This design comes from an exercise in tuning for small area, a short achievable clock period and few clock cycles on the open sky130 flow, not from production work. Only simulation tests tie the RTL to the original design; equivalence was not proved. No activity file was given, so power comes from the tool's default toggle rates.

<file path="design/flow/design.v">
module gps_core (
    input  wire        clk,
    input  wire        rst,
    input  wire        wr_en,
    input  wire [9:0]  wr_addr,
    input  wire [15:0] wr_data,
    input  wire [9:0]  rd_addr,
    output reg  [15:0] rd_data,
    output reg         busy,
    output reg  [2:0]  status,
    output reg         rx_valid,
    input  wire        rxs_valid,
    input  wire [7:0]  rxs_data,
    input  wire        rxs_fail,
    output reg         rxs_ready,
    output reg         txs_valid,
    output reg  [7:0]  txs_data,
    input  wire        txs_ready,
    input  wire        txs_fail
);
    localparam [7:0] DLE = 8'h10;
    localparam [7:0] ETX = 8'h03;
    localparam [2:0] ST_OK        = 3'd0;
    localparam [2:0] ST_TOO_BIG   = 3'd1;
    localparam [2:0] ST_FRAMING   = 3'd2;
    localparam [2:0] ST_CHECKSUM  = 3'd3;
    localparam [2:0] ST_TRANSPORT = 3'd4;
    localparam [2:0] P_START = 3'd1;
    localparam [2:0] P_TYPE  = 3'd2;
    localparam [2:0] P_LEN   = 3'd3;
    localparam [2:0] P_PAY   = 3'd4;
    localparam [2:0] P_CKS   = 3'd5;
    localparam [2:0] P_END   = 3'd6;
    localparam [2:0] P_ETX   = 3'd7;
    integer i;
    reg  [7:0]  acc;
    reg  [7:0]  ck_result;
    reg  [7:0]  din;
    reg  [7:0]  tx_type;
    reg  [15:0] tx_len;
    reg  [7:0]  rx_type;
    reg  [7:0]  rx_len;
    reg  [7:0]  tx_mem [0:254];
    reg  [7:0]  rx_mem [0:254];
    reg         enc;        
    reg  [2:0]  ph;
    reg         esc;        
    reg  [7:0]  idx;        
    reg  [7:0]  cacc;       
    reg  [7:0]  fp;         
    reg         pv;         
    reg  [7:0]  rq;
    reg         rq_add;
    reg         rq_wr;
    reg  [7:0]  rq_idx;
    wire       cmd_wr = wr_en && (wr_addr == 10'h000) && !busy;
    wire [7:0] cmd    = wr_data[7:0];
    always @(posedge clk) begin
        if (wr_en && wr_addr == 10'h001) din     <= wr_data[7:0];
        if (wr_en && wr_addr == 10'h005) tx_type <= wr_data[7:0];
        if (wr_en && wr_addr == 10'h006) tx_len  <= wr_data;
        if (wr_en && wr_addr[9:8] == 2'b01) tx_mem[wr_addr[7:0]] <= wr_data[7:0];
        if (rq_wr) rx_mem[rq_idx] <= rq;
    end
    wire [9:0] ma = busy ? {2'b01, fp} : rd_addr;
    wire [7:0] mval = ma[9] ? rx_mem[ma[7:0]] : tx_mem[ma[7:0]];
    reg  [15:0] smallv;
    always @(*) begin
        case (rd_addr[3:0])
            4'h2:    smallv = {13'd0, status};
            4'h3:    smallv = {15'd0, busy};
            4'h4:    smallv = {8'd0, ck_result};
            4'h5:    smallv = {8'd0, tx_type};
            4'h6:    smallv = tx_len;
            4'h7:    smallv = {15'd0, rx_valid};
            4'h8:    smallv = {8'd0, rx_type};
            4'h9:    smallv = {8'd0, rx_len};
            default: smallv = 16'd0;
        endcase
    end
    wire       tx_fire  = txs_valid && txs_ready;
    wire       e_ok     = tx_fire && !txs_fail;
    wire       e_adv    = e_ok && !esc;           
    wire       e_field  = (ph == P_TYPE) || (ph == P_LEN) || (ph == P_PAY);
    wire [7:0] e_cks    = 8'd0 - (cacc + txs_data);
    wire       e_tocks  = (ph == P_LEN) ? (txs_data == 8'd0) : (idx == 8'd0);
    wire       e_load   = e_adv && ((ph == P_LEN) || (ph == P_PAY)) && !e_tocks;
    wire       pf_load  = !pv || e_load;
    reg  [7:0] e_nb;
    reg  [2:0] e_nph;
    always @(*) begin
        case (ph)
            P_START: begin e_nb = tx_type;     e_nph = P_TYPE; end
            P_TYPE:  begin e_nb = tx_len[7:0]; e_nph = P_LEN;  end
            P_LEN, P_PAY: begin
                e_nb  = e_tocks ? e_cks : rd_data[7:0];
                e_nph = e_tocks ? P_CKS : P_PAY;
            end
            P_CKS:   begin e_nb = DLE;         e_nph = P_END;  end
            default: begin e_nb = ETX;         e_nph = P_ETX;  end
        endcase
    end
    wire e_nesc = (e_nph != P_END) && (e_nph != P_ETX) && (e_nb == DLE);
    wire       rx_fire = rxs_valid && rxs_ready;
    wire       d_field = (ph == P_TYPE) || (ph == P_LEN) || (ph == P_PAY) || (ph == P_CKS);
    wire       d_isdle = (rxs_data == DLE);
    wire [7:0] d_byte  = esc ? DLE : rxs_data;
    wire [7:0] d_need  = 8'd0 - (cacc + (rq_add ? rq : 8'd0));
    wire       d_cks_ok = esc ? (d_need == 8'd0) : (rxs_data == d_need);
    wire       d_plast = (idx + 8'd1 == rx_len);
    always @(posedge clk) begin
        rq     <= rxs_data;
        rq_idx <= idx;
        if (rst) begin
            busy      <= 1'b0;
            rx_valid  <= 1'b0;
            acc       <= 8'd0;
            txs_valid <= 1'b0;
            rxs_ready <= 1'b0;
            rq_add    <= 1'b0;
            rq_wr     <= 1'b0;
        end else begin
            rq_add <= rx_fire && d_field && !esc;
            rq_wr  <= rx_fire && (ph == P_PAY) && !esc;
            if (rq_add) cacc <= cacc + rq;
            if (cmd_wr) begin
                case (cmd)
                    8'h01: begin
                        acc    <= 8'd0;
                        status <= ST_OK;
                    end
                    8'h02: begin
                        acc    <= acc + din;
                        status <= ST_OK;
                    end
                    8'h03: begin
                        ck_result <= 8'd0 - acc;
                        status    <= ST_OK;
                    end
                    8'h04: begin
                        if (tx_len[15:8] != 8'd0) begin
                            status <= ST_TOO_BIG;
                        end else begin
                            busy      <= 1'b1;
                            enc       <= 1'b1;
                            txs_valid <= 1'b1;
                            txs_data  <= DLE;
                            ph        <= P_START;
                            esc       <= 1'b0;
                            cacc      <= 8'd0;
                            fp        <= 8'd0;
                            pv        <= 1'b0;
                        end
                    end
                    8'h05: begin
                        busy      <= 1'b1;
                        enc       <= 1'b0;
                        rx_valid  <= 1'b0;
                        rxs_ready <= 1'b1;
                        ph        <= P_START;
                        esc       <= 1'b0;
                        cacc      <= 8'd0;
                    end
                    default: ;
                endcase
            end
            if (busy && enc) begin
                if (pf_load) begin
                    pv <= 1'b1;
                    fp <= fp + 8'd1;
                end
                if (tx_fire && txs_fail) begin
                    status    <= ST_TRANSPORT;
                    busy      <= 1'b0;
                    txs_valid <= 1'b0;
                end else if (e_ok && esc) begin
                    esc <= 1'b0;                     
                end else if (e_ok) begin
                    if (e_field) cacc <= cacc + txs_data;
                    if (ph == P_LEN) idx <= txs_data - 8'd1;
                    if (ph == P_PAY) idx <= idx - 8'd1;
                    if (ph == P_ETX) begin
                        status    <= ST_OK;
                        busy      <= 1'b0;
                        txs_valid <= 1'b0;
                    end else begin
                        txs_data <= e_nb;
                        ph       <= e_nph;
                        esc      <= e_nesc;
                    end
                end
            end
            if (busy && !enc && rx_fire) begin
                if (rxs_fail) begin
                    status    <= ST_TRANSPORT;
                    busy      <= 1'b0;
                    rxs_ready <= 1'b0;
                end else if (d_field && !esc && d_isdle) begin
                    esc <= 1'b1;                     
                end else begin
                    esc <= 1'b0;
                    case (ph)
                        P_START: begin
                            if (d_isdle) begin
                                ph <= P_TYPE;
                            end else begin
                                status    <= ST_FRAMING;
                                busy      <= 1'b0;
                                rxs_ready <= 1'b0;
                            end
                        end
                        P_TYPE: begin
                            rx_type <= d_byte;
                            ph      <= P_LEN;
                        end
                        P_LEN: begin
                            rx_len <= d_byte;
                            idx    <= 8'd0;
                            ph     <= (d_byte == 8'd0) ? P_CKS : P_PAY;
                        end
                        P_PAY: begin
                            idx <= idx + 8'd1;
                            if (d_plast) ph <= P_CKS;
                        end
                        P_CKS: begin
                            if (!d_cks_ok) begin
                                status    <= ST_CHECKSUM;
                                busy      <= 1'b0;
                                rxs_ready <= 1'b0;
                            end else begin
                                ph <= P_END;
                            end
                        end
                        P_END: begin
                            if (d_isdle) begin
                                ph <= P_ETX;
                            end else begin
                                status    <= ST_FRAMING;
                                busy      <= 1'b0;
                                rxs_ready <= 1'b0;
                            end
                        end
                        default: begin
                            busy      <= 1'b0;
                            rxs_ready <= 1'b0;
                            if (rxs_data == ETX) begin
                                status   <= ST_OK;
                                rx_valid <= 1'b1;
                            end else begin
                                status <= ST_FRAMING;
                            end
                        end
                    endcase
                end
            end
        end
    end
    always @(posedge clk) begin
        if (busy) begin
            if (pf_load) rd_data <= {8'd0, mval};
        end else if (rd_addr[9:8] != 2'b00) begin
            rd_data <= {8'd0, mval};
        end else begin
            rd_data <= smallv;
        end
    end
endmodule
</file>
<file path="design/flow/run.sh">
#!/bin/bash
# synth_recipe.tcl (not shown) runs the flow's synth.tcl, then flattens the netlist and writes it again
# the make line also repeats each setting of config.mk as NAME=value (left out here)
make -C /OpenROAD-flow-scripts/flow DESIGN_CONFIG=/design/flow/config.mk WORK_HOME=/design/flow/orfs CLKGATE_MAP_FILE= SYNTH_SCRIPT=/design/flow/synth_recipe.tcl finish
</file>
<file path="design/flow/config.mk">
export PLATFORM = sky130hd
export DESIGN_NAME = gps_core
export DESIGN_NICKNAME = gps_core
export VERILOG_FILES = /design/flow/design.v
export SDC_FILE = /design/flow/constraint.sdc
export NUM_CORES = 4
export LEC_CHECK = 0
export CAP_MARGIN = 20
export CORE_MARGIN = 2
export CORE_UTILIZATION = 40
export PLACE_DENSITY = 0.6
export SETUP_SLACK_MARGIN = 5
export SLEW_MARGIN = 20
export TNS_END_PERCENT = 100
</file>
<file path="design/flow/constraint.sdc">
create_clock -name core_clock -period 10.0 [get_ports {clk}]
set_input_delay 2.0000 -clock core_clock [delete_from_list [all_inputs] [get_ports {clk}]]
set_output_delay 2.0000 -clock core_clock [all_outputs]
set_load 0.01 [all_outputs]
</file>
==> results of run 1 <==
==> final timing paths <==
kind,from,end,slack [ns],depth (start not counted)
worst max-delay path,rd_addr[4],rd_data[5],4.84,10
worst min-delay path,rxs_ready,rxs_ready,0.54,2
worst max register to register,busy,rd_data[3],5.15,12
worst min register to register,rxs_ready,rxs_ready,0.54,2
==> metrics by stage <==
step	instances	area, sq um	hold WS (ns)	utilization [%]	total power (W)
2_1_floorplan	11500	171000	0.343	-	0.0210
3_3_place_gp	16700	178000	0.515	41.9	0.0220
3_5_place_dp	16700	178000	0.516	41.9	0.0221
4_1_cts	17500	193000	0.537	45.5	0.0373
5_1_grt	17600	194000	0.556	45.7	0.0382
6_report	17600	194000	0.536	45.7	0.0373
==> timing repair <==
action | 4_1_cts | 5_1_grt
setup buffers | 29 | 12
pin swaps | 16 | 16
resized for setup | 220 | 78
setup endpoints to repair | 29 | 9
cloned | 18 | 10
==> where the power goes <==
part	internal, W	switching, W
registers	0.0195	0.0000849
clock network	0.00868	0.00672
logic	0.000664	0.00171
total	0.0288	0.00851
==> critical path: stages <==
cell and delay, ns:
clkdlybuf4s50_1 0.55, mux2i_4 0.37, buf_4 0.43, nand2_1 0.62, nor4_2 0.71, o41ai_2 0.26, o311a_4 0.21, nor4_4 0.45
buf_4 0.18, o211ai_1 0.08
==> final cells by class <==
cell class              count  area, sq um  share of cell area, %
flip-flops and latches   4223       127000                   65.3
multi-input cells        6475        41800                   21.6
clock buffers             483        10700                   5.54
well taps                5663         7090                   3.66
repair buffers            407         4880                   2.52
clock inverters           274         2430                   1.26
inverters                  32          124                 0.0640
diodes                     20         50.0                 0.0258
==> cells in the final DEF (no fill, tap or decap), types with 66 or more instances in the layout <==
cell / n
a21oi_1: 546
a31oi_1: 133
buf_4: 210
clkbuf_16: 429
clkdlybuf4s50_1: 66
clkinv_1: 107
clkinv_2: 89
edfxtp_1: 4193
mux2i_1: 769
mux4_2: 184
nand2_1: 1892
nand3_1: 573
nor2_1: 680
nor3_1: 158
o21ai_0: 203
o221ai_1: 247
o22ai_1: 149
==> cells by family (layout without fill, tap and decap cells) <==
kind of cell / after synthesis / after routing
flip-flops: 4223 / 4223
AND/OR/NAND/NOR: 3645 / 3645
AO/OA/AOI/OAI: 1730 / 1732
multiplexers: 980 / 986
buffers and inverters: 785 / 1196
XOR/XNOR: 67 / 67
adder cells (fa/ha/maj): 45 / 45
other: 0 / 20
==> metal layers <==
layer,GRT usage (%),part of all wire [%],up-vias
met5,0,0.047,-
met4,10.2,4.5,22
met3,5.94,12,1087
met2,37.1,45,7034
met1,33.7,39,55000
li1,-,-,44500
==> flip-flops by register name, summed over array words and instances, names as in the netlist, 16 cells and up <==
register / flops
rx_mem: 2040
tx_mem: 2040
rd_data: 16
tx_len: 16
==> synthesized netlist by cell type (140+ instances only) <==
master / count
nand2_1: 1906
mux2i_1: 776
nor3_1: 174
nand3_1: 585
edfxtp_1: 4193
a21oi_1: 549
o22ai_1: 151
a31oi_1: 140
o221ai_1: 258
mux4_2: 184
nor2_1: 697
clkbuf_1: 275
buf_2: 265
o21ai_0: 215
==> results.toml, run 1 <==
[power]
ir_drop_uv = 153
power.density_nw_per_um2 = 193
p_leak_nw = 63.0

[timing]
rsz0062_at_grt = "true"
finalHoldViolations = 0
slew_headroom_pct = 13.4
setup_ws_ns = 4.84
fmax_mhz = 194
finalCritPeriodShare_pct = 51.6
skew_ns = 0.0611
maxSlewViolCount = 0
worst_pin_slew_ns = 1.30
fin_tns_setup_ns = 0
setup_viol = 0
period_needed_ns = 5.16

[cts]
clkSinkCount = 4223
cts_buffers = 411
path_clk_slew_ns = 0.06
cts-root-buf = "clkbuf_16"
cts_hold_buf = 0
cts_max_level = 5
cts_tree = "built"
cts_buffer_depth = 4
clk_latency_ns = 1.00

[synth]
synth_top_family_by_area = "simple AND/OR/NAND/NOR gates"
synth_area_leaders = "edfxtp_1 74%, mux2i_1 4.6%, nand2_1 4.2%, mux4_2 2.4%, nand3_1 1.7%"
synth-async-reset-ratio_pct = 0
synthesis.nets = 11600
ys.warnings.count = 1
netlist.area_leader.share_pct = 73.8
synth_seq_cells = 4223
syn_inst = 11500
synth-simple-area-share_pct = 9.04
muxShareOfSynthArea_pct = 7.15
yosys.area.top_type = "edfxtp_1"
synth_compound_area_share_pct = 6.72
syn-cell-area_sq_um = 171000
synth_top_flop_cell = "edfxtp_1"
synth_xor_area_share_pct = 0.361
synth-adder-area-share_pct = 0.348
syn_area_per_cell_sq_um = 14.9
synth_edf_count = 4193
seq_area_frac_synth_pct = 74.2
synth_cell_types = 88

[floorplanning]
start_util_pct = 40.2
rows = 239
die_area_sq_um = 432000
ios = 82
die_w_um = 657
core_sq_um = 424000
fp.dieH_um = 657

[global_routing]
grt_max_degree = 195
grt_pass1_wl_um = 767000
grt-ovfl-total = 0
grt_usage_pct = 24.5
antenna_found_initial = 42
first_global_vias = 102000

[placed_design]
gp_congestion = 0.887
hpwl_um = 315000
dp_slack_ns = 1.53
portBuffers = 81

[drt]
vias = 108000
vias_per_cell = 6.12
first_pass_iters = 9
first_iter_violations = 17500
drc = 0
ant_nets = 0
wl_per_cell_um = 31.4
wl_um = 553000

[layout]
nFillCells = 36600
area_growth_pct = 13.5
drive_above_1_share_pct = 11.3
fin_nets = 11600

[hold_path]
worstHoldPathType = "reg -> reg"

[critical_path]
end_kind = "flip-flop"
arrival_ns = 5.89
cp.required_ns = 10.73
crit_path_start_kind = "input pin"
critPathKind = "in -> reg"
path_max_fanout = 9

[run_status]
outcome = "timing/DRC/antenna clean"

[flow_run]
drv_cap = 0
Testbench counts, summed over its fixed seeds: cycles 114,642.
==> run 2: changes to the inputs <==
==> design/flow/flow/run.sh (new file) <==
#!/bin/bash
# The standard layout (the standard.sh, unchanged synthesis and steps),
# with a tighter setup-slack target for the resizer's timing repair.
set -uo pipefail
bash standard.sh SETUP_SLACK_MARGIN=6.8 TNS_END_PERCENT=100 finish > standard_flow.log 2>&1
==> design/flow/standard.sh (new file) <==
#!/bin/bash
# synth_recipe.tcl (not shown) runs the flow's synth.tcl, then flattens the netlist and writes it again
# the make line also repeats each setting of config.mk as NAME=value (left out here)
make -C /OpenROAD-flow-scripts/flow DESIGN_CONFIG=/design/flow/config.mk WORK_HOME=/design/flow/orfs CLKGATE_MAP_FILE= SYNTH_SCRIPT=/design/flow/synth_recipe.tcl "${@:-finish}"
removed: design/flow/run.sh
==> results.toml, run 2 <==
[critical_path]
cp_common_cell = "buf_12"
arrival_ns = 5.39
crit_chain = "buf_12, and3b_1, a31oi_4, buf_12, buf_16, buf_4, o22ai_1, a311oi_1, or4_1, o31a_1, o311ai_2, a2111oi_4, o2111ai_1"
slowest_delay_ns = 0.65
end_kind = "flip-flop"
crit_slowest_cell = "a2111oi_4"
path_max_fanout = 18
cp.required_ns = 10.76
critPathTopFamily = "compound AO/OA/AOI/OAI gates"
crit_path_start_kind = "input pin"
critPathKind = "in -> reg"
cp_num_buf_inv = 4

[synth]
syn-cell-area_sq_um = 171000
synth_seq_cells = 4223
synthesis.nets = 11600
synth_area_leaders = "edfxtp_1 74%, mux2i_1 4.6%, nand2_1 4.2%, mux4_2 2.4%, nand3_1 1.7%"
post-synth-top-count-cell = "edfxtp_1"
yosys.area.top_type = "edfxtp_1"
syn_area_per_cell_sq_um = 14.9
synthTopCellsByCount = "4193 x edfxtp_1, 1906 x nand2_1, 776 x mux2i_1"
synth_cell_types = 88
netlist.area_leader.share_pct = 73.8
synth-async-reset-ratio_pct = 0
synth_top_flop_cell = "edfxtp_1"
syn_inst = 11500
synth_edf_count = 4193
seq_area_frac_synth_pct = 74.2
ys.warnings.count = 1

[power]
p_leak_nw = 66.8
p_comb_share_pct = 7.5
intPower_w = 0.0293
power.density_nw_per_um2 = 188
pwr-share-clk_pct = 41.4
ir_drop_uv = 166
swShare_pct = 23.4
p_seq_share_pct = 51.1
power.total_w = 0.0382
p_sw_w = 0.00894

[timing]
slew_headroom_pct = 22.1
setup_viol = 0
finalCritPeriodShare_pct = 46.3
whs_ns = 0.524
fin_tns_setup_ns = 0
rsz0062_at_grt = "true"
fmax_mhz = 216
period_needed_ns = 4.63
maxSlewViolCount = 0
skew_ns = 0.124
finalHoldViolations = 0
worst_pin_slew_ns = 1.16

[floorplanning]
fp.dieH_um = 657
die_area_sq_um = 432000
rows = 239
start_util_pct = 40.2
die_w_um = 657
ios = 82
core_sq_um = 424000

[cts]
cts_buffer_depth = 4
cts-root-buf = "clkbuf_16"
path_clk_slew_ns = 0.07
clkSinkCount = 4223
cts_max_level = 5
cts_buffers = 428
clk_latency_ns = 1.03
cts_hold_buf = 0
cts_tree = "built"

[drt]
ant_nets = 0
first_iter_violations = 18100
vias = 111000
wl_per_cell_um = 33.6
vias_per_cell = 6.22
drc = 0
first_pass_iters = 6
wl_um = 601000

[layout]
area_growth_pct = 19.3
nFillCells = 35400
final_cell_mix = "4193 x edfxtp_1, 1853 x nand2_1, 758 x mux2i_1"
final_cells = 17900
fin_nets = 12000
drive_above_1_share_pct = 18.7
layout_commonest_cell = "edfxtp_1"

[run_status]
outcome = "timing/DRC/antenna clean"

[global_routing]
grt_usage_pct = 26.8
grt_pass1_wl_um = 829000
first_global_vias = 106000
antenna_found_initial = 41
grt_max_degree = 225
grt-ovfl-total = 0

[placed_design]
portBuffers = 81
hpwl_um = 326000
dp.cells = 16700
gp_congestion = 0.895

[hold_path]
worstHoldPathType = "reg -> reg"

[flow_run]
drv_cap = 0
## run 2: cell counts after synthesis
No cell type changed its count.
## run 2: power by group through the flow
stage | Clock [W] | Combinational (W) | Sequential [W]
after floorplan | 0 | 0.00117 | 0.0199
after global placement | 0 | 0.00218 | 0.0199
after detailed placement | 0 | 0.00221 | 0.0199
after CTS | 0.0159 | 0.00272 | 0.0195
after global routing | 0.0166 | 0.00292 | 0.0195
final | 0.0158 | 0.00286 | 0.0195
## run 2: timing repair
action | 4_1_cts | 5_1_grt
gates cloned | 83 | 9
gates resized for setup | 878 | 177
setup endpoints to repair | 3080 | 820
pin swaps | 119 | 60
buffers inserted | 243 | 38
## run 2: per-layer routing
layer  part of all wire [%]  GRT usage [%]  wire, um
met1                     38           36.6    226000
met2                     44           39.9    262000
met3                     14           7.76     81400
met4                    5.2           12.2     31100
met5                  0.026              0       155
## run 2: area by class of cell
class / count / area, sq um / share of cell area, %
Clock inverter: 263 / 2420 / 1.19
Antenna cell: 17 / 42.5 / 0.0209
Timing Repair Buffer: 713 / 10100 / 4.96
Tap cell: 5663 / 7090 / 3.48
Sequential cell: 4223 / 127000 / 62.2
Inverter: 32 / 129 / 0.0633
Multi-Input combinational cell: 6477 / 45900 / 22.6
Timing Repair inverter: 2 / 12.5 / 0.00615
Clock buffer: 520 / 11200 / 5.51
## run 2: cell families after synthesis
family                     Yosys count  synth area share (%)
DFF                               4223                  74.2
and+or+nand+nor                   3645                  9.04
AOI/OAI and AO/OA                 1730                  6.72
muxes                              980                  7.15
buffers and inverters              785                  2.21
xor gates and xnor gates            67                 0.361
adders and majority gates           45                 0.348
## run 2: worst paths after layout
kind | start | endpoint | slack [ns] | depth (start not counted)
setup / recovery | rd_addr[2] | rd_data[4] | 5.37 | 13
hold / removal | rxs_ready | rxs_ready | 0.52 | 2
setup reg to reg | fp[0] | rd_data[7] | 5.39 | 10
hold reg to reg | rxs_ready | rxs_ready | 0.52 | 2
## run 2: per-stage QoR
stage / utilization [%] / cell area [sq um] / setup WS (ns)
final: 48.0 / 204000 / 5.37
after global routing: 48.0 / 203000 / 5.36
after CTS: 47.7 / 202000 / 5.55
after detailed placement: 42.6 / 180000 / 2.03
after global placement: 42.5 / 180000 / 1.59
after floorplan: - / 174000 / 5.46
## run 2: worst min-delay path, stage by stage, from the launching register on
cell       delay, ns
dfxtp_4         0.36
inv_1           0.07
a2111oi_2       0.06
==> run 3: changes to the inputs <==
--- a/design/flow/design.v
+++ b/design/flow/design.v
@@ -50,4 +50,5 @@
     reg  [7:0]  fp;         
     reg         pv;         
+    reg         esel;       
     reg  [7:0]  rq;
     reg         rq_add;
@@ -63,5 +64,5 @@
         if (rq_wr) rx_mem[rq_idx] <= rq;
     end
-    wire [9:0] ma = busy ? {2'b01, fp} : rd_addr;
+    wire [9:0] ma = esel ? {2'b01, fp} : rd_addr;
     wire [7:0] mval = ma[9] ? rx_mem[ma[7:0]] : tx_mem[ma[7:0]];
     reg  [15:0] smallv;
@@ -117,4 +118,5 @@
             acc       <= 8'd0;
             txs_valid <= 1'b0;
+            esel      <= 1'b0;
             rxs_ready <= 1'b0;
             rq_add    <= 1'b0;
@@ -144,4 +146,5 @@
                             busy      <= 1'b1;
                             enc       <= 1'b1;
+                            esel      <= 1'b1;
                             txs_valid <= 1'b1;
                             txs_data  <= DLE;
@@ -173,4 +176,5 @@
                     status    <= ST_TRANSPORT;
                     busy      <= 1'b0;
+                    esel      <= 1'b0;
                     txs_valid <= 1'b0;
                 end else if (e_ok && esc) begin
@@ -183,4 +187,5 @@
                         status    <= ST_OK;
                         busy      <= 1'b0;
+                        esel      <= 1'b0;
                         txs_valid <= 1'b0;
                     end else begin
==> design/flow/flow/run.sh (replaced) <==
#!/bin/bash
# The standard layout (standard.sh: unchanged synthesis and steps), with
# a tighter setup-slack target for the resizer's timing repair and port
# buffers of a plain buffer cell instead of a delay cell.
set -uo pipefail
bash standard.sh SETUP_SLACK_MARGIN=6.5 TNS_END_PERCENT=100 \
    "BUFFER_PORTS_ARGS=-buffer_cell sky130_fd_sc_hd__buf_4" finish > standard_flow.log 2>&1
--- a/design/flow/config.mk
+++ b/design/flow/config.mk
@@ -10,5 +10,3 @@
 export CORE_UTILIZATION = 40
 export PLACE_DENSITY = 0.6
-export SETUP_SLACK_MARGIN = 5
 export SLEW_MARGIN = 20
-export TNS_END_PERCENT = 100
==> results.toml, run 3 <==
[run_status]
outcome = "timing/DRC/antenna clean"

[global_routing]
use_met2_pct = 40.2
grt_max_degree = 193
grt_use_met1_pct = 34.9
antenna_found_initial = 39
grt_pass1_wl_um = 804000
first_global_vias = 105000
grt_busiest_layer = "met2"
grt_util_met3_pct = 6.24
grt_usage_pct = 25.9
grt-ovfl-total = 0

[timing]
fin_tns_setup_ns = 0
period_needed_ns = 4.65
slew_headroom_pct = 19.9
maxSlewViolCount = 0
worst_pin_slew_ns = 1.20
rsz0062_at_grt = "true"
fmax_mhz = 215
finalHoldViolations = 0
skew_ns = 0.0656
finalCritPeriodShare_pct = 46.5
setup_ws_ns = 5.35
setup_viol = 0

[cts]
cts-root-buf = "clkbuf_16"
clkSinkCount = 4224
cts_buffers = 408
clk_latency_ns = 1.00
cts_max_level = 5
path_clk_slew_ns = 0.06
cts_tree = "built"
cts_buffer_depth = 4

[floorplanning]
rows = 239
die_w_um = 656
ios = 82
start_util_pct = 40.2
core_sq_um = 424000
die_area_sq_um = 431000
fp.dieH_um = 656

[synth]
synth_top_flop_cell = "edfxtp_1"
synth_cell_types = 82
syn-cell-area_sq_um = 170000
seq_area_frac_synth_pct = 74.4
netlist.area_leader.share_pct = 74.0
synth_area_leaders = "edfxtp_1 74%, nand2_1 4.6%, mux2i_1 3.7%, mux4_2 3.0%, a21oi_1 2.0%"
syn_area_per_cell_sq_um = 14.7
ys.warnings.count = 1
syn_inst = 11600
yosys.area.top_type = "edfxtp_1"
synthTopCellsByCount = "4193 x edfxtp_1, 2086 x nand2_1, 694 x a21oi_1"
post-synth-top-count-cell = "edfxtp_1"
synth_edf_count = 4193
synthesis.nets = 11700
synth-async-reset-ratio_pct = 0
synth_seq_cells = 4224

[critical_path]
crit_cells = 11
path_max_fanout = 24
crit_slowest_cell = "mux2_8"
cp.required_ns = 10.73
cp_common_cell = "buf_6"
crit_path_start_kind = "input pin"
end_kind = "flip-flop"
reg2reg_depth = 11
slowest_delay_ns = 0.47
critPathTopFamily = "compound AO/OA/AOI/OAI gates"
arrival_ns = 5.39
crit_chain = "buf_4, mux2_8, buf_6, nand2_4, buf_6, a41oi_1, o21ai_1, o311ai_4, a21oi_2, a2111o_1, a211o_1"
critPathKind = "in -> reg"
cp_num_buf_inv = 3

[placed_design]
portBuffers = 81
gp_congestion = 0.889
dp.cells = 16800
dp_slack_ns = 2.59
hpwl_um = 308000

[hold_path]
worstHoldPathType = "reg -> reg"
min_path_cells = 0

[drt]
ant_nets = 0
vias_per_cell = 6.17
drc = 0
first_iter_violations = 17200
vias = 111000
first_pass_iters = 10
wl_um = 587000
wl_per_cell_um = 32.8

[power]
p_leak_nw = 65.7
ir_drop_uv = 156
power.density_nw_per_um2 = 188

[layout]
fin_nets = 12000
layout_commonest_cell = "edfxtp_1"
area_growth_pct = 18.5
drive_above_1_share_pct = 18.4
final_cells = 17900
nFillCells = 35700
final_cell_mix = "4193 x edfxtp_1, 2042 x nand2_1, 657 x a21oi_1"

[flow_run]
drv_cap = 0
## run 3: changes by cell type after synthesis, sizes merged, moves of 12 or more
| cell | change |
|---|---|
| buf | -98 |
| a2111oi | +27 |
| a22oi | -12 |
| nand2 | +180 |
| o21ai | +16 |
| and2 | +13 |
| mux2i | -154 |
| a21oi | +144 |
| a31oi | -15 |
| mux4 | +39 |
| o221ai | -75 |
| clkbuf | +101 |
| nand3 | -94 |
## run 3: cell type report
type                            count  area, sq um  share of cell area (%)
Sequential cell                  4224       127000                    62.8
Multi-Input combinational cell   6579        45100                    22.4
Clock buffer                      462        10500                    5.22
Timing Repair Buffer              649         9280                    4.61
Tap cell                         5663         7090                    3.52
Clock inverter                    289         2810                    1.39
Inverter                           37          143                  0.0708
Antenna cell                       17         42.5                  0.0211
## run 3: logic make-up after synthesis
logic type | after synthesis | share of synthesized area [%]
DFF | 4224 | 74.4
AOI/OAI and AO/OA | 1832 | 6.88
buffers and inverters | 793 | 1.98
xor gates and xnor gates | 67 | 0.362
and+or+nand+nor | 3762 | 9.31
muxes | 863 | 6.76
adders and majority gates | 45 | 0.349
## run 3: per-layer routing
layer  up-vias  part of all wire, %
li1      45200                    -
met1     56200                   37
met2      7708                   45
met3      1364                   13
met4        18                  5.3
met5         -                0.020
## run 3: worst reg2reg max path: cells and delay by family, from the launching register on
| family | cells | cell delay [ns] |
|---|---|---|
| compound gates | 6 | 1.74 |
| buf+inv | 3 | 1.14 |
| mux | 1 | 0.64 |
| flops | 1 | 0.54 |
| simple gates | 1 | 0.29 |
## run 3: per-stage QoR
step | util (%) | cell area, sq um | power [W] | hold WS, ns
after floorplan | - | 172000 | 0.0211 | 0.346
after detailed placement | 42.2 | 179000 | 0.0221 | 0.516
final | 47.6 | 202000 | 0.0380 | 0.543
after global placement | 42.2 | 179000 | 0.0221 | 0.521
after global routing | 47.6 | 202000 | 0.0387 | 0.584
after CTS | 46.9 | 199000 | 0.0378 | 0.533
## run 3: path summary, 6_finish.rpt
path                     end        from  slack (ns)
setup / recovery  rd_data[6]  rd_addr[4]        5.35
hold / removal     rq_idx[7]      idx[7]        0.54
setup reg to reg  rd_data[6]        esel        5.37
hold reg to reg    rq_idx[7]      idx[7]        0.54
## run 3: power breakdown
part | switching, W | internal [W] | total, W | leakage [nW]
registers | 0.0000511 | 0.0195 | 0.0195 | 38.0
logic | 0.00195 | 0.000869 | 0.00282 | 21.2
clock network | 0.00683 | 0.00878 | 0.0156 | 6.51
total | 0.00884 | 0.0291 | 0.0380 | 65.7
## run 3: timing repair
action                                  in CTS  in global routing
endpoints found under the setup margin    1681               1351
hold buffers                                 0                  0
pin swaps                                   56                100
gates cloned                                77                 18
setup buffers                              149                 84
resized for setup                          646                368
Testbench counts of run 3, summed over its fixed seeds: cycles 114,642.
==> run 4: changes to the inputs <==
--- a/design/flow/design.v
+++ b/design/flow/design.v
@@ -64,6 +64,14 @@
         if (rq_wr) rx_mem[rq_idx] <= rq;
     end
-    wire [9:0] ma = esel ? {2'b01, fp} : rd_addr;
-    wire [7:0] mval = ma[9] ? rx_mem[ma[7:0]] : tx_mem[ma[7:0]];
+    wire [6:0] ma  = esel ? fp[6:0] : rd_addr[6:0];
+    wire [7:0] t0v = tx_mem[{1'b0, ma}];
+    wire [7:0] t1v = tx_mem[{1'b1, ma}];
+    wire [7:0] r0v = rx_mem[{1'b0, ma}];
+    wire [7:0] r1v = rx_mem[{1'b1, ma}];
+    reg  [7:0]  s_tx0, s_tx1, s_rx0, s_rx1;    
+    reg  [1:0]  s_sel;                         
+    reg         s_mem;                         
+    reg  [15:0] s_small;                       
+    wire [7:0]  s_pf = s_sel[0] ? s_tx1 : s_tx0;
     reg  [15:0] smallv;
     always @(*) begin
@@ -95,5 +103,5 @@
             P_TYPE:  begin e_nb = tx_len[7:0]; e_nph = P_LEN;  end
             P_LEN, P_PAY: begin
-                e_nb  = e_tocks ? e_cks : rd_data[7:0];
+                e_nb  = e_tocks ? e_cks : s_pf;
                 e_nph = e_tocks ? P_CKS : P_PAY;
             end
@@ -262,10 +270,24 @@
     end
     always @(posedge clk) begin
-        if (busy) begin
-            if (pf_load) rd_data <= {8'd0, mval};
-        end else if (rd_addr[9:8] != 2'b00) begin
-            rd_data <= {8'd0, mval};
+        if (!esel || pf_load) begin
+            s_tx0 <= t0v;
+            s_tx1 <= t1v;
+            s_rx0 <= r0v;
+            s_rx1 <= r1v;
+            s_sel <= esel ? {1'b0, fp[7]} : {rd_addr[9], rd_addr[7]};
+        end
+        s_mem   <= (rd_addr[9:8] != 2'b00);
+        s_small <= smallv;
+    end
+    always @(*) begin
+        if (s_mem) begin
+            case (s_sel)
+                2'b00:   rd_data = {8'd0, s_tx0};
+                2'b01:   rd_data = {8'd0, s_tx1};
+                2'b10:   rd_data = {8'd0, s_rx0};
+                default: rd_data = {8'd0, s_rx1};
+            endcase
         end else begin
-            rd_data <= smallv;
+            rd_data = s_small;
         end
     end
==> results.toml, run 4 <==
[global_routing]
grt-ovfl-total = 0
first_global_vias = 89000
grt_max_degree = 212
grt_usage_pct = 21.9
grt_pass1_wl_um = 672000
antenna_found_initial = 15

[timing]
fmax_mhz = 212
maxSlewViolCount = 0
whs_ns = 0.468
fin_tns_setup_ns = 0
setup_viol = 0
finalHoldViolations = 0
worst_pin_slew_ns = 1.29
skew_ns = 0.108
rsz0062_at_grt = "true"
finalCritPeriodShare_pct = 47.1
slew_headroom_pct = 14.2
period_needed_ns = 4.71

[synth]
ys.warnings.count = 1
seq_area_frac_synth_pct = 75.6
synth_edf_count = 4211
post-synth-top-count-cell = "edfxtp_1"
synthTopCellsByCount = "4211 x edfxtp_1, 1014 x mux4_2, 921 x nand2_1"
yosys.area.top_type = "edfxtp_1"
syn_inst = 8691
netlist.area_leader.share_pct = 75.1
synth_seq_cells = 4259
synth-async-reset-ratio_pct = 0
synth_top_flop_cell = "edfxtp_1"
synth_cell_types = 83
syn-cell-area_sq_um = 168000
syn_area_per_cell_sq_um = 19.4
synth_area_leaders = "edfxtp_1 75%, mux4_2 14%, nand2_1 2.1%, nor2_1 1.4%, mux2i_1 0.73%"
synthesis.nets = 8786

[critical_path]
arrival_ns = 2.71
critPathTopFamily = "multiplexers"
crit_path_start_kind = "flip-flop"
crit_slowest_cell = "edfxtp_1"
r2r_slack_ns = 6.23
path_max_fanout = 1
crit_chain = "mux4_2, mux2_4, buf_6"
cp_num_buf_inv = 1
critPathKind = "reg -> out"
cp.required_ns = 8.00
slowest_delay_ns = 0.68
end_kind = "output pin"

[layout]
drive_above_1_share_pct = 29.8
seqCellArea_sq_um = 127000
fin_nets = 9242
fin_util_pct = 47.3
nFillCells = 34300
layout_commonest_cell = "edfxtp_1"
area_growth_pct = 18.0
multiInputGateArea_sq_um = 43000
final_cell_mix = "4211 x edfxtp_1, 1014 x mux4_2, 861 x nand2_1"

[cts]
clkSinkCount = 4259
cts_hold_buf = 0
clk_latency_ns = 0.99
path_clk_slew_ns = 0.06
cts_buffers = 426
cts-root-buf = "clkbuf_16"
cts_buffer_depth = 4
cts_max_level = 5
cts_tree = "built"

[flow_run]
drv_cap = 0

[placed_design]
portBuffers = 81
gp_congestion = 0.862
hpwl_um = 263000

[power]
power.total_w = 0.0377
power.density_nw_per_um2 = 190
p_leak_nw = 62.0
ir_drop_uv = 181

[drt]
first_iter_violations = 11500
first_pass_iters = 8
vias = 89600
ant_nets = 0
wl_per_cell_um = 31.8
wl_um = 478000
drc = 0
vias_per_cell = 5.96

[floorplanning]
start_util_pct = 40.1
fp.dieH_um = 653
rows = 238
die_w_um = 653
core_sq_um = 420000
ios = 82
die_area_sq_um = 426000

[run_status]
outcome = "timing/DRC/antenna clean"

[hold_path]
worstHoldPathType = "reg -> reg"
-- run 4: worst paths after layout --
kind,from,depth (start not counted),end
worst max register to register,esel,10,s_tx0[5]
worst min register to register,tx_len[12],1,s_small[12]
worst min-delay path,tx_len[12],1,s_small[12]
worst max-delay path,s_rx1[0],3,rd_data[0]
-- run 4: logic make-up (layout without fill, tap and decap cells) --
group                    after synthesis  after routing  synth area share [%]
XOR/XNOR                              64             64                 0.374
AND/OR/NAND/NOR                     2026           2026                  5.13
AO/OA/AOI/OAI                        596            596                  2.57
multiplexers                        1155           1162                  14.4
adder cells (fa/ha/maj)               44             44                 0.345
buffers and inverters                547           1347                  1.53
flip-flops                          4259           4259                  75.6
other                                  0             15                     0
-- run 4: stage by stage --
stage	cells	instance area (sq um)	setup WS, ns
after floorplan	8691	171000	5.83
after global placement	13900	177000	3.69
after detailed placement	13900	177000	3.57
after CTS	14900	197000	5.22
after global routing	15000	199000	5.28
final	15000	199000	5.29
-- run 4: power breakdown --
part	total (W)	leakage, nW	internal [W]	switching, W
clock	0.0156	6.54	0.00878	0.00680
combinational	0.00239	17.1	0.000917	0.00147
sequential	0.0198	38.3	0.0197	0.0000970
total	0.0377	62.0	0.0294	0.00837
-- run 4: layout make-up --
cell class | instances | share of cell area, %
sequential | 4259 | 64.1
multi-input combinational | 3892 | 21.6
clock buffer | 531 | 5.65
timing repair buffer | 534 | 3.90
tap | 5520 | 3.48
clock inverter | 248 | 1.12
inverter | 34 | 0.0661
antenna | 15 | 0.0189
-- run 4: what timing repair did --
action,in CTS,in global routing
endpoints found under the hold margin,0,0
pin swaps,116,83
resized for setup,579,192
setup endpoints to repair,325,710
cloned,80,13
buffers inserted,139,75
-- run 4: metal layers --
metal	global-route usage, %	wire (um)
met1	29.8	188000
met2	35.3	230000
met3	4.14	41800
met4	7.86	17900
met5	0	62
Testbench counts of run 4, summed over its fixed seeds: cycles 114,642.
==> run 5: changes to the inputs <==
--- a/design/flow/flow/run.sh
+++ b/design/flow/flow/run.sh
@@ -4,4 +4,4 @@
 # buffers of a plain buffer cell instead of a delay cell.
 set -uo pipefail
-bash standard.sh SETUP_SLACK_MARGIN=6.5 TNS_END_PERCENT=100 \
+bash standard.sh SETUP_SLACK_MARGIN=5.8 TNS_END_PERCENT=100 \
     "BUFFER_PORTS_ARGS=-buffer_cell sky130_fd_sc_hd__buf_4" finish > standard_flow.log 2>&1
==> results.toml, run 5 <==
[cts]
cts_hold_buf = 0
cts_buffers = 432
cts_buffer_depth = 4
cts_max_level = 5
cts_tree = "built"
clk_latency_ns = 1.02
path_clk_slew_ns = 0.06
clkSinkCount = 4259
cts-root-buf = "clkbuf_16"

[critical_path]
path_max_fanout = 6
crit_cells = 7
crit_slowest_cell = "mux2_4"
timing.critical_path.from = "s_sel[0]"
cp_common_cell = "mux2_4"
crit_chain = "buf_6, buf_12, mux2_4, nor2_4, a21oi_2, mux2_4, buf_4"
critPathKind = "reg -> out"
arrival_ns = 2.71
slowest_delay_ns = 0.41
critPathTopFamily = "multiplexers"
reg2reg_depth = 13
r2r_start = "rq[1]"
cp_num_buf_inv = 3
crit_path_start_kind = "flip-flop"
end_kind = "output pin"
cp.required_ns = 8.00
setup.worst_path.end = "rd_data[4]"
r2r_slack_ns = 5.96
r2r-end = "rxs_ready"

[synth]
synth_cell_types = 83
synth_area_leaders = "edfxtp_1 75%, mux4_2 14%, nand2_1 2.1%, nor2_1 1.4%, mux2i_1 0.73%"
synthTopCellsByCount = "4211 x edfxtp_1, 1014 x mux4_2, 921 x nand2_1"
synth_top_flop_cell = "edfxtp_1"
syn_inst = 8691
yosys.area.top_type = "edfxtp_1"
netlist.area_leader.share_pct = 75.1
synthesis.nets = 8786
ys.warnings.count = 1
synth-async-reset-ratio_pct = 0
synth_seq_cells = 4259
post-synth-top-count-cell = "edfxtp_1"
seq_area_frac_synth_pct = 75.6
syn-cell-area_sq_um = 168000
synth_edf_count = 4211
syn_area_per_cell_sq_um = 19.4

[timing]
rsz0062_at_grt = "true"
slew_headroom_pct = 22.6
worst_pin_slew_ns = 1.16
maxSlewViolCount = 0
setup_viol = 0
skew_ns = 0.0685
finalCritPeriodShare_pct = 47.1
fin_tns_setup_ns = 0
fmax_mhz = 212
setup_ws_ns = 5.29
period_needed_ns = 4.71
whs_ns = 0.468
finalHoldViolations = 0

[global_routing]
first_global_vias = 87900
grt_max_degree = 189
grt-ovfl-total = 0
grt_util_met3_pct = 3.79
grt_usage_pct = 20.7
grt_use_met1_pct = 29.0
grt_pass1_wl_um = 641000
use_met2_pct = 32.9
antenna_found_initial = 30
grt_busiest_layer = "met2"

[floorplanning]
die_w_um = 653
ios = 82
fp.dieH_um = 653
core_sq_um = 420000
die_area_sq_um = 426000
rows = 238
start_util_pct = 40.1

[layout]
fin_area_sq_um = 192000
area_growth_pct = 13.7
drive_above_1_share_pct = 22.6
nFillCells = 35000
final_cell_mix = "4211 x edfxtp_1, 1014 x mux4_2, 912 x nand2_1"
fin_nets = 9019
layout_commonest_cell = "edfxtp_1"

[placed_design]
gp_congestion = 0.856
portBuffers = 81
placedInstanceArea_sq_um = 175000
dp_slack_ns = 3.86
hpwl_um = 262000

[power]
power.density_nw_per_um2 = 197
power.total_w = 0.0377
p_leak_nw = 59.8
ir_drop_uv = 153

[drt]
ant_nets = 0
first_iter_violations = 11700
vias = 87200
drc = 0
first_pass_iters = 7
vias_per_cell = 5.89
wl_um = 453000
wl_per_cell_um = 30.6

[run_status]
outcome = "timing/DRC/antenna clean"

[flow_run]
drv_cap = 0

[hold_path]
worstHoldPathType = "reg -> reg"
## run 5: cell types whose count changed in the layout (fill, tap and decap cells not counted), moves of 22 or more
cell,before,now
nor2_2,97,22
nand2_2,50,9
nand2_1,861,912
nor2_1,360,595
a31oi_1,41,63
mux2i_1,90,112
a32oi_2,52,18
buf_16,94,21
buf_6,56,22
nor2_4,166,6
nand3_1,177,202
a32oi_1,29,77
buf_4,275,194
nand3_2,28,4
## run 5: cell families (layout without fill, tap and decap cells)
group	Yosys count	after routing	share of synthesized area, %
compound gates	596	596	2.57
xor+xnor	64	64	0.374
fa+ha+maj	44	44	0.345
buf+inv	547	1133	1.53
flops	4259	4259	75.6
mux	1155	1163	14.4
other cells	0	7	0
simple gates	2026	2026	5.13
## run 5: worst min path at each step
stage	cells after the start	slack [ns]	start	endpoint
floorplan	0	0.34	idx[4]	rq_idx[4]
global placement	1	0.45	tx_len[12]	s_small[12]
detailed placement	1	0.45	tx_len[15]	s_small[15]
CTS	1	0.47	tx_len[15]	s_small[15]
global route	1	0.48	tx_len[13]	s_small[13]
finish	1	0.47	tx_len[15]	s_small[15]
## run 5: power breakdown
group / total (W) / switching, W / internal (W)
clock network: 0.0160 / 0.00678 / 0.00918
logic: 0.00201 / 0.00130 / 0.000714
registers: 0.0198 / 0.0000920 / 0.0197
## run 5: cell type report
class	instances	area, sq um	area share [%]
Antenna cell	7	17.5	0.00915
Clock buffer	537	11500	6.00
Clock inverter	258	2420	1.27
Inverter	34	128	0.0666
Multi-Input combinational cell	3893	39400	20.6
Sequential cell	4259	127000	66.5
Tap cell	5520	6910	3.61
Timing Repair Buffer	304	3700	1.93
## run 5: metal layers
metal,vias up,part of all wire [%]
met5,-,0.010
met4,8,3.3
met3,729,8.9
met2,4188,47
met1,46400,40
li1,35900,-
## run 5: per-stage QoR
step / cells / util (%)
2_1_floorplan: 8691 / -
3_3_place_gp: 13900 / 41.8
3_5_place_dp: 13900 / 41.8
4_1_cts: 14800 / 45.5
5_1_grt: 14800 / 45.6
6_report: 14800 / 45.6
## run 5: repair_timing
item / CTS / global route
pin swaps: 3 / 7
endpoints found under the hold margin: 0 / 0
gates resized for setup: 149 / 80
cloned: 21 / 4
setup endpoints to repair: 534 / 213
buffers inserted: 38 / 12
==> run 6: changes to the inputs <==
--- a/design/flow/design.v
+++ b/design/flow/design.v
@@ -49,4 +49,5 @@
     reg  [7:0]  cacc;       
     reg  [7:0]  fp;         
+    reg  [7:0]  pf;         
     reg         pv;         
     reg         esel;       
@@ -71,7 +72,5 @@
     reg  [7:0]  s_tx0, s_tx1, s_rx0, s_rx1;    
     reg  [1:0]  s_sel;                         
-    reg         s_mem;                         
-    reg  [15:0] s_small;                       
-    wire [7:0]  s_pf = s_sel[0] ? s_tx1 : s_tx0;
+    reg  [7:0]  s_hi;                          
     reg  [15:0] smallv;
     always @(*) begin
@@ -103,5 +102,5 @@
             P_TYPE:  begin e_nb = tx_len[7:0]; e_nph = P_LEN;  end
             P_LEN, P_PAY: begin
-                e_nb  = e_tocks ? e_cks : s_pf;
+                e_nb  = e_tocks ? e_cks : pf;
                 e_nph = e_tocks ? P_CKS : P_PAY;
             end
@@ -269,26 +268,21 @@
         end
     end
+    wire rd_mem = (rd_addr[9:8] != 2'b00);
     always @(posedge clk) begin
-        if (!esel || pf_load) begin
-            s_tx0 <= t0v;
-            s_tx1 <= t1v;
-            s_rx0 <= r0v;
-            s_rx1 <= r1v;
-            s_sel <= esel ? {1'b0, fp[7]} : {rd_addr[9], rd_addr[7]};
-        end
-        s_mem   <= (rd_addr[9:8] != 2'b00);
-        s_small <= smallv;
+        if (esel && pf_load) pf <= fp[7] ? t1v : t0v;
+        s_tx0 <= rd_mem ? t0v : smallv[7:0];
+        s_tx1 <= t1v;
+        s_sel <= rd_mem ? {rd_addr[9], rd_addr[7]} : 2'b00;
+        s_rx0 <= r0v;
+        s_rx1 <= r1v;
+        s_hi  <= rd_mem ? 8'd0 : smallv[15:8];
     end
     always @(*) begin
-        if (s_mem) begin
-            case (s_sel)
-                2'b00:   rd_data = {8'd0, s_tx0};
-                2'b01:   rd_data = {8'd0, s_tx1};
-                2'b10:   rd_data = {8'd0, s_rx0};
-                default: rd_data = {8'd0, s_rx1};
-            endcase
-        end else begin
-            rd_data = s_small;
-        end
+        case (s_sel)
+            2'b00:   rd_data = {s_hi, s_tx0};
+            2'b01:   rd_data = {s_hi, s_tx1};
+            2'b10:   rd_data = {s_hi, s_rx0};
+            default: rd_data = {s_hi, s_rx1};
+        endcase
     end
 endmodule
==> results.toml, run 6 <==
[placed_design]
dp_slack_ns = 3.43
dp.cells = 17900
portBuffers = 81
gp_congestion = 0.855
hpwl_um = 283000

[power]
ir_drop_uv = 147
p_leak_nw = 65.1
power.total_w = 0.0376
power.density_nw_per_um2 = 191

[timing]
setup_ws_ns = 5.62
period_needed_ns = 4.38
finalHoldViolations = 0
finalCritPeriodShare_pct = 43.8
fin_tns_setup_ns = 0
setup_viol = 0
worst_pin_slew_ns = 1.30
fmax_mhz = 228
skew_ns = 0.0399
rsz0062_at_grt = "true"
maxSlewViolCount = 0
slew_headroom_pct = 12.6

[cts]
cts_buffers = 415
cts_max_level = 5
cts_tree = "built"
cts_hold_buf = 0
cts-root-buf = "clkbuf_16"
path_clk_slew_ns = 0.06
cts_buffer_depth = 4
clkSinkCount = 4258
clk_latency_ns = 0.94

[critical_path]
arrival_ns = 4.94
cp_num_buf_inv = 1
crit_chain = "buf_4, nor2_1, nand3_1, nor2_1"
crit_slowest_cell = "nor2_1"
r2r_slack_ns = 5.91
slowest_delay_ns = 1.01
path_max_fanout = 16
end_kind = "flip-flop"
cp_common_cell = "nor2_1"
critPathKind = "in -> reg"
cp.required_ns = 10.56
crit_path_start_kind = "input pin"
critPathTopFamily = "simple AND/OR/NAND/NOR gates"

[floorplanning]
fp.dieH_um = 660
ios = 82
start_util_pct = 40.2
rows = 240
die_area_sq_um = 435000
die_w_um = 660
core_sq_um = 428000

[global_routing]
first_global_vias = 102000
grt_usage_pct = 23.2
grt_pass1_wl_um = 742000
grt_max_degree = 214
grt-ovfl-total = 0
antenna_found_initial = 24

[layout]
layout_commonest_cell = "edfxtp_1"
fin_nets = 12800
nFillCells = 37300
final_cell_mix = "4185 x edfxtp_1, 3193 x nand2_1, 977 x nand3_1"
area_growth_pct = 14.2
drive_above_1_share_pct = 10.9
final_cells = 18800

[drt]
vias_per_cell = 5.88
met1_length_um = 213000
ant_nets = 0
drc = 0
wl_um = 530000
first_pass_iters = 7
highest_layer = "met5"
met2_length_um = 240000
wl_per_cell_um = 28.2
vias = 110000
wl_met3_um = 59300
first_iter_violations = 15600

[synth]
synth_top_flop_cell = "edfxtp_1"
syn_inst = 12800
post-synth-top-count-cell = "edfxtp_1"
synth_edf_count = 4185
syn_area_per_cell_sq_um = 13.5
yosys.area.top_type = "edfxtp_1"
synth_seq_cells = 4258
netlist.area_leader.share_pct = 73.0
synth-async-reset-ratio_pct = 0
syn-cell-area_sq_um = 172000
synthTopCellsByCount = "4185 x edfxtp_1, 3210 x nand2_1, 992 x nand3_1"
ys.warnings.count = 1
synthesis.nets = 12900
synth_area_leaders = "edfxtp_1 73%, nand2_1 7.0%, nand3_1 2.9%, mux2i_1 2.5%, a311oi_1 2.1%"
seq_area_frac_synth_pct = 73.9
synth_cell_types = 82

[run_status]
outcome = "timing/DRC/antenna clean"

[hold_path]
worstHoldPathType = "reg -> reg"

[flow_run]
drv_cap = 0
[run 6: final cells by class]
| class | instances | area (sq um) | share of cell area, % |
|---|---|---|---|
| clock buffer | 524 | 11100 | 5.65 |
| multi-input combinational | 7618 | 43300 | 22.0 |
| sequential | 4258 | 127000 | 64.7 |
| clock inverter | 229 | 1950 | 0.994 |
| timing repair buffer | 402 | 5820 | 2.96 |
| tap | 5687 | 7120 | 3.62 |
| inverter | 41 | 154 | 0.0783 |
| antenna | 7 | 17.5 | 0.00891 |
[run 6: path summary, 6_finish.rpt]
kind / startpoint / end / cells after the start
worst min register to register: tx_len[12] / s_hi[4] / 1
worst min-delay path: tx_len[12] / s_hi[4] / 1
worst max-delay path: wr_addr[5] / tx_mem[194][4] / 4
worst max register to register: fp[1] / s_rx0[1] / 10
[run 6: kinds of logic after synthesis]
family                     share of synthesized area [%]
AOI/OAI and AO/OA                                   6.11
muxes                                               3.76
xor gates and xnor gates                           0.331
and+or+nand+nor                                     13.3
buffers and inverters                               2.24
adders and majority gates                          0.337
DFF                                                 73.9
[run 6: per-stage QoR]
| stage | utilization, % | hold slack [ns] | cell area (sq um) |
|---|---|---|---|
| 2_1_floorplan | - | 0.343 | 172000 |
| 3_3_place_gp | 41.7 | 0.453 | 179000 |
| 3_5_place_dp | 41.7 | 0.461 | 179000 |
| 4_1_cts | 45.6 | 0.484 | 195000 |
| 5_1_grt | 45.9 | 0.484 | 197000 |
| 6_report | 45.9 | 0.472 | 197000 |
[run 6: where the power goes]
group          leakage, nW  switching [W]  total (W)  internal (W)
combinational         20.5        0.00175    0.00247      0.000717
sequential            38.3       0.000109     0.0197        0.0196
clock                 6.39        0.00671     0.0153       0.00864
[run 6: per-layer routing]
layer  up-vias  global-route usage (%)
met5         -                       0
met4        14                    7.31
met3       842                    4.74
met2      6162                    35.5
met1     55700                    33.2
li1      47700                       -
[run 6: timing repair]
| item | CTS | global route |
|---|---|---|
| gates resized for setup | 344 | 184 |
| cloned | 43 | 21 |
| buffers inserted | 47 | 18 |
| pin swaps | 23 | 32 |
| endpoints found under the setup margin | 712 | 827 |
| hold endpoints to repair | 0 | 0 |
Testbench counts of run 6, summed over its fixed seeds: cycles 114,642.

-- what the ideal ports hide --
The results above use ideal ports. As a check the final layouts listed here were re-extracted and re-timed, cells and wires unchanged. Step 1 (the two cells are an assumption about what drives the block):
set clk [get_ports {clk}]
set_driving_cell -lib_cell sky130_fd_sc_hd__clkbuf_16 $clk
set_driving_cell -lib_cell sky130_fd_sc_hd__buf_2 [delete_from_list [all_inputs] $clk]
Step 2 also shifts input and output timing later by t, the mid clock arrival at the registers, as if the neighbouring blocks saw the same clock. Slacks: ideal ports / drivers / drivers and shift; pairs: ideal ports / drivers.
run | t (ns) | setup WS [ns] | slew at the worst register clock pin (ns) | worst slew at a driven data input, ns
run 1 | 1.096 | 4.841 / 4.858 / 3.762 | 0.07 / 0.07 | 0.31
run 2 | 1.086 | 5.367 / 5.251 / 4.165 | 0.07 / 0.07 | 0.51
run 3 | 1.107 | 5.346 / 5.328 / 4.220 | 0.07 / 0.07 | 0.28
run 4 | 1.038 | 5.289 / 5.187 / 4.913 | 0.07 / 0.07 | 0.16
run 5 | 1.076 | 5.287 / 5.194 / 4.809 | 0.07 / 0.07 | 0.19
run 6 | 1.047 | 5.620 / 5.586 / 4.539 | 0.07 / 0.07 | 0.22
After both steps every run listed still meets setup and hold. For run 2, which loses most, drivers alone change the setup slack by -0.116 ns; drivers and shift together by -1.202 ns.
